Background: an optimization exercise with open tools, aiming at small area, a short achievable clock period and few clock cycles per item. Do not read the settings as production practice.
RTL that was checked went through simulation tests only; none was proved equivalent to the original.
Power figures rest on the tool's default switching activity, not on a simulated workload.

== south ==
Design og_fadd, start of the top module:
module og_fadd (
    input  wire        clk,
    input  wire        rst,         
    input  wire        in_valid,
    input  wire [63:0] a,
    input  wire [63:0] b,
    output reg         out_valid,
    output reg  [63:0] y,
    output reg         nf
);
Size in the first run: roughly 3800 cells after synthesis, roughly 280 flip-flops, roughly 200 I/O pins.
==> flow/config.mk <==
export PLATFORM = sky130hd
export DESIGN_NAME = og_fadd
export DESIGN_NICKNAME = og_fadd
export VERILOG_FILES = /design/flow/design.v
export SDC_FILE = /design/flow/constraint.sdc
export NUM_CORES = 4
export LEC_CHECK = 0
export ABC_AREA = 1
export ABC_CLOCK_PERIOD_IN_PS = 12000
export CAP_MARGIN = 20
export CORE_MARGIN = 2
export CORE_UTILIZATION = 55
export SETUP_SLACK_MARGIN = 1.0
export SLEW_MARGIN = 20
export SYNTH_HIERARCHICAL = 1
export TNS_END_PERCENT = 10
==> flow/constraint.sdc <==
create_clock -name core_clock -period 24.0 [get_ports {clk}]
set_input_delay 4.8000 -clock core_clock [delete_from_list [all_inputs] [get_ports {clk}]]
set_output_delay 4.8000 -clock core_clock [all_outputs]
set_load 0.01 [all_outputs]
standard.sh (not shown) runs the stock make flow with config.mk's settings and CLKGATE_MAP_FILE= SYNTH_SCRIPT=/design/flow/synth_recipe.tcl, a recipe that flattens the netlist after the stock synthesis.
==> flow/flow/run.sh <==
#!/bin/bash
# The standard ORFS flow (the standard.sh) with a few settings changed:
#  - timing repair aims for a larger setup margin (flow/margin.txt), so the
#    layout is optimised for a shorter achieved period;
#  - extra make settings from flow/extra.txt (one VAR=value per line).
# The clock, constraints and synthesis are the standard flow's own, unchanged.
set -euo pipefail
M=$(cat flow/margin.txt)
ARGS=()
if [[ -f flow/extra.txt ]]; then
  while IFS= read -r line; do [[ -n "$line" ]] && ARGS+=("$line"); done < flow/extra.txt
fi
# run standard.sh's make line with the changed margin and the extra settings
sed -E "s/SETUP_SLACK_MARGIN=[-0-9.]+/SETUP_SLACK_MARGIN=$M/" standard.sh > standard_mod.sh
bash standard_mod.sh "${ARGS[@]}" finish > flow_make.log 2>&1
==> flow/flow/extra.txt <==
BUFFER_PORTS_ARGS=-buffer_cell sky130_fd_sc_hd__buf_1
==> flow/flow/margin.txt <==
18
Here is what was changed in the inputs of west compared with south.
diff --git a/flow/config.mk b/flow/config.mk
--- a/flow/config.mk
+++ b/flow/config.mk
@@ -15,2 +15 @@
 export SYNTH_HIERARCHICAL = 1
-export TNS_END_PERCENT = 10
Results
west went all the way through the flow, and no timing, DRC or antenna check failed.
Cmp west vs south: share of power burned in the clock network lower in west
south and west ended up with roughly the same number of nets in the layout.
Comparing west against south, there is no change at all in remaining design rule violation count.
A worst setup path startpoint of a[52] is what west shows, while a[55] belongs to south.
For south, the capture point of the worst path was shba0[1]$_DFF_P_, unlike west, where it was shba0[2]$_DFF_P_.
No run of this note included a check of the RTL's function; only the layout flow was run.

og_fadd, a different RTL version from the one above (not shown whole).
Size: roughly 4100 cells after synthesis, roughly 280 flip-flops, roughly 200 I/O pins, roughly 24000 sq um of cells after synthesis.
==> flow/config.mk <==
export PLATFORM = sky130hd
export DESIGN_NAME = og_fadd
export DESIGN_NICKNAME = og_fadd
export VERILOG_FILES = /design/flow/design.v
export SDC_FILE = /design/flow/constraint.sdc
export NUM_CORES = 4
export LEC_CHECK = 0
export ABC_AREA = 1
export ABC_CLOCK_PERIOD_IN_PS = 12000
export CAP_MARGIN = 20
export CORE_MARGIN = 2
export CORE_UTILIZATION = 55
export SETUP_SLACK_MARGIN = 1.0
export SLEW_MARGIN = 20
export SYNTH_HIERARCHICAL = 1
==> flow/constraint.sdc <==
create_clock -name core_clock -period 24.0 [get_ports {clk}]
set_input_delay 4.8000 -clock core_clock [delete_from_list [all_inputs] [get_ports {clk}]]
set_output_delay 4.8000 -clock core_clock [all_outputs]
set_load 0.01 [all_outputs]
==> flow/flow/extra.txt <==
BUFFER_PORTS_ARGS=-buffer_cell sky130_fd_sc_hd__buf_1
ADDER_MAP_FILE=
Scripts as last shown in full above: flow/flow/run.sh, flow/flow/margin.txt
Testbench counts at the start, summed over its fixed seeds: cycles 12,024, items 12,000.
==> next run, changes <==
==> flow/flow/margin.txt (replaced) <==
18.2
--- a/flow/config.mk
+++ b/flow/config.mk
@@ -11,4 +11,6 @@
 export CORE_MARGIN = 2
 export CORE_UTILIZATION = 55
+export CTS_CLUSTER_DIAMETER = 100
+export CTS_CLUSTER_SIZE = 20
 export SETUP_SLACK_MARGIN = 1.0
 export SLEW_MARGIN = 20
Design area rises by 0.90%.
Critical path depth is unchanged.
Clock-buffer cell count falls by 14.
Power falls by 1.7%.
==> next run, changes <==
==> flow/flow/extra.txt (replaced) <==
BUFFER_PORTS_ARGS=-buffer_cell sky130_fd_sc_hd__buf_1
==> flow/flow/margin.txt (replaced) <==
18
--- a/flow/config.mk
+++ b/flow/config.mk
@@ -11,6 +11,4 @@
 export CORE_MARGIN = 2
 export CORE_UTILIZATION = 55
-export CTS_CLUSTER_DIAMETER = 100
-export CTS_CLUSTER_SIZE = 20
 export SETUP_SLACK_MARGIN = 1.0
 export SLEW_MARGIN = 20
The new run completed with no timing, DRC or antenna violations.
Die area is higher by 2.7%.
Total power is higher by 8.5%.
Flip-flop and latch count is unchanged.
==> next run, changes <==
==> flow/flow/extra.txt (replaced) <==
BUFFER_PORTS_ARGS=-buffer_cell sky130_fd_sc_hd__buf_1
ADDER_MAP_FILE=
--- a/flow/config.mk
+++ b/flow/config.mk
@@ -8,8 +8,10 @@
 export ABC_AREA = 1
 export ABC_CLOCK_PERIOD_IN_PS = 12000
-export CAP_MARGIN = 20
+export CAP_MARGIN = 10
 export CORE_MARGIN = 2
-export CORE_UTILIZATION = 55
+export CORE_UTILIZATION = 65
+export CTS_CLUSTER_DIAMETER = 100
+export CTS_CLUSTER_SIZE = 20
 export SETUP_SLACK_MARGIN = 1.0
-export SLEW_MARGIN = 20
+export SLEW_MARGIN = 10
 export SYNTH_HIERARCHICAL = 1
The changed run completed without violations.
Fmax grows slightly.
Die area shrinks by about a fifth.
Global-route usage is higher by 1.5 points.
Clock-buffer cell count goes down by 19.
Synthesized cell count went up by a little under a tenth.
Via count went down slightly.
Critical path depth is unchanged.
Wire length fell by about a fifth.
Cell count came out higher by a few percent.
Cell area is lower by a few percent.

## afterwards: timing with drivers on the ports
The results above use ideal ports. As a check the final layouts listed here were re-extracted and re-timed, cells and wires unchanged. Step 1 sets driving cells, clkbuf_16 on the clock port and buf_2 on the other inputs (assumed; they add their load-dependent delay and slew). Step 2 times the ports against the registers' clock, not the clock port: input delays grow and output delays shrink by t, the midpoint of the rising clock arrivals with the driver on. a / b / c = ideal ports / drivers / drivers and shift; a / b = the first two.
run	t (ns)	setup WS [ns]	worst setup path after step 2	slew at the worst register clock pin (ns)	worst data-port slew with drivers (ns)
south	0.657	17.919 / 17.914 / 17.257	input to register	0.07 / 0.07	0.08
west	0.664	17.947 / 17.953 / 17.303	input to register	0.07 / 0.07	0.07
the first run of note 2	0.628	18.137 / 18.077 / 17.592	input to register	0.07 / 0.07	0.05
the second run of note 2	0.595	18.190 / 18.130 / 17.797	input to register	0.09 / 0.09	0.04
the third run of note 2	0.637	18.122 / 18.060 / 17.508	input to register	0.07 / 0.07	0.04
the fourth run of note 2	0.593	18.170 / 18.111 / 17.707	input to register	0.09 / 0.09	0.04
After both steps setup and hold are still met in every run listed. For south, which loses most, drivers alone change the setup slack by -0.005 ns; drivers and shift together by -0.662 ns.
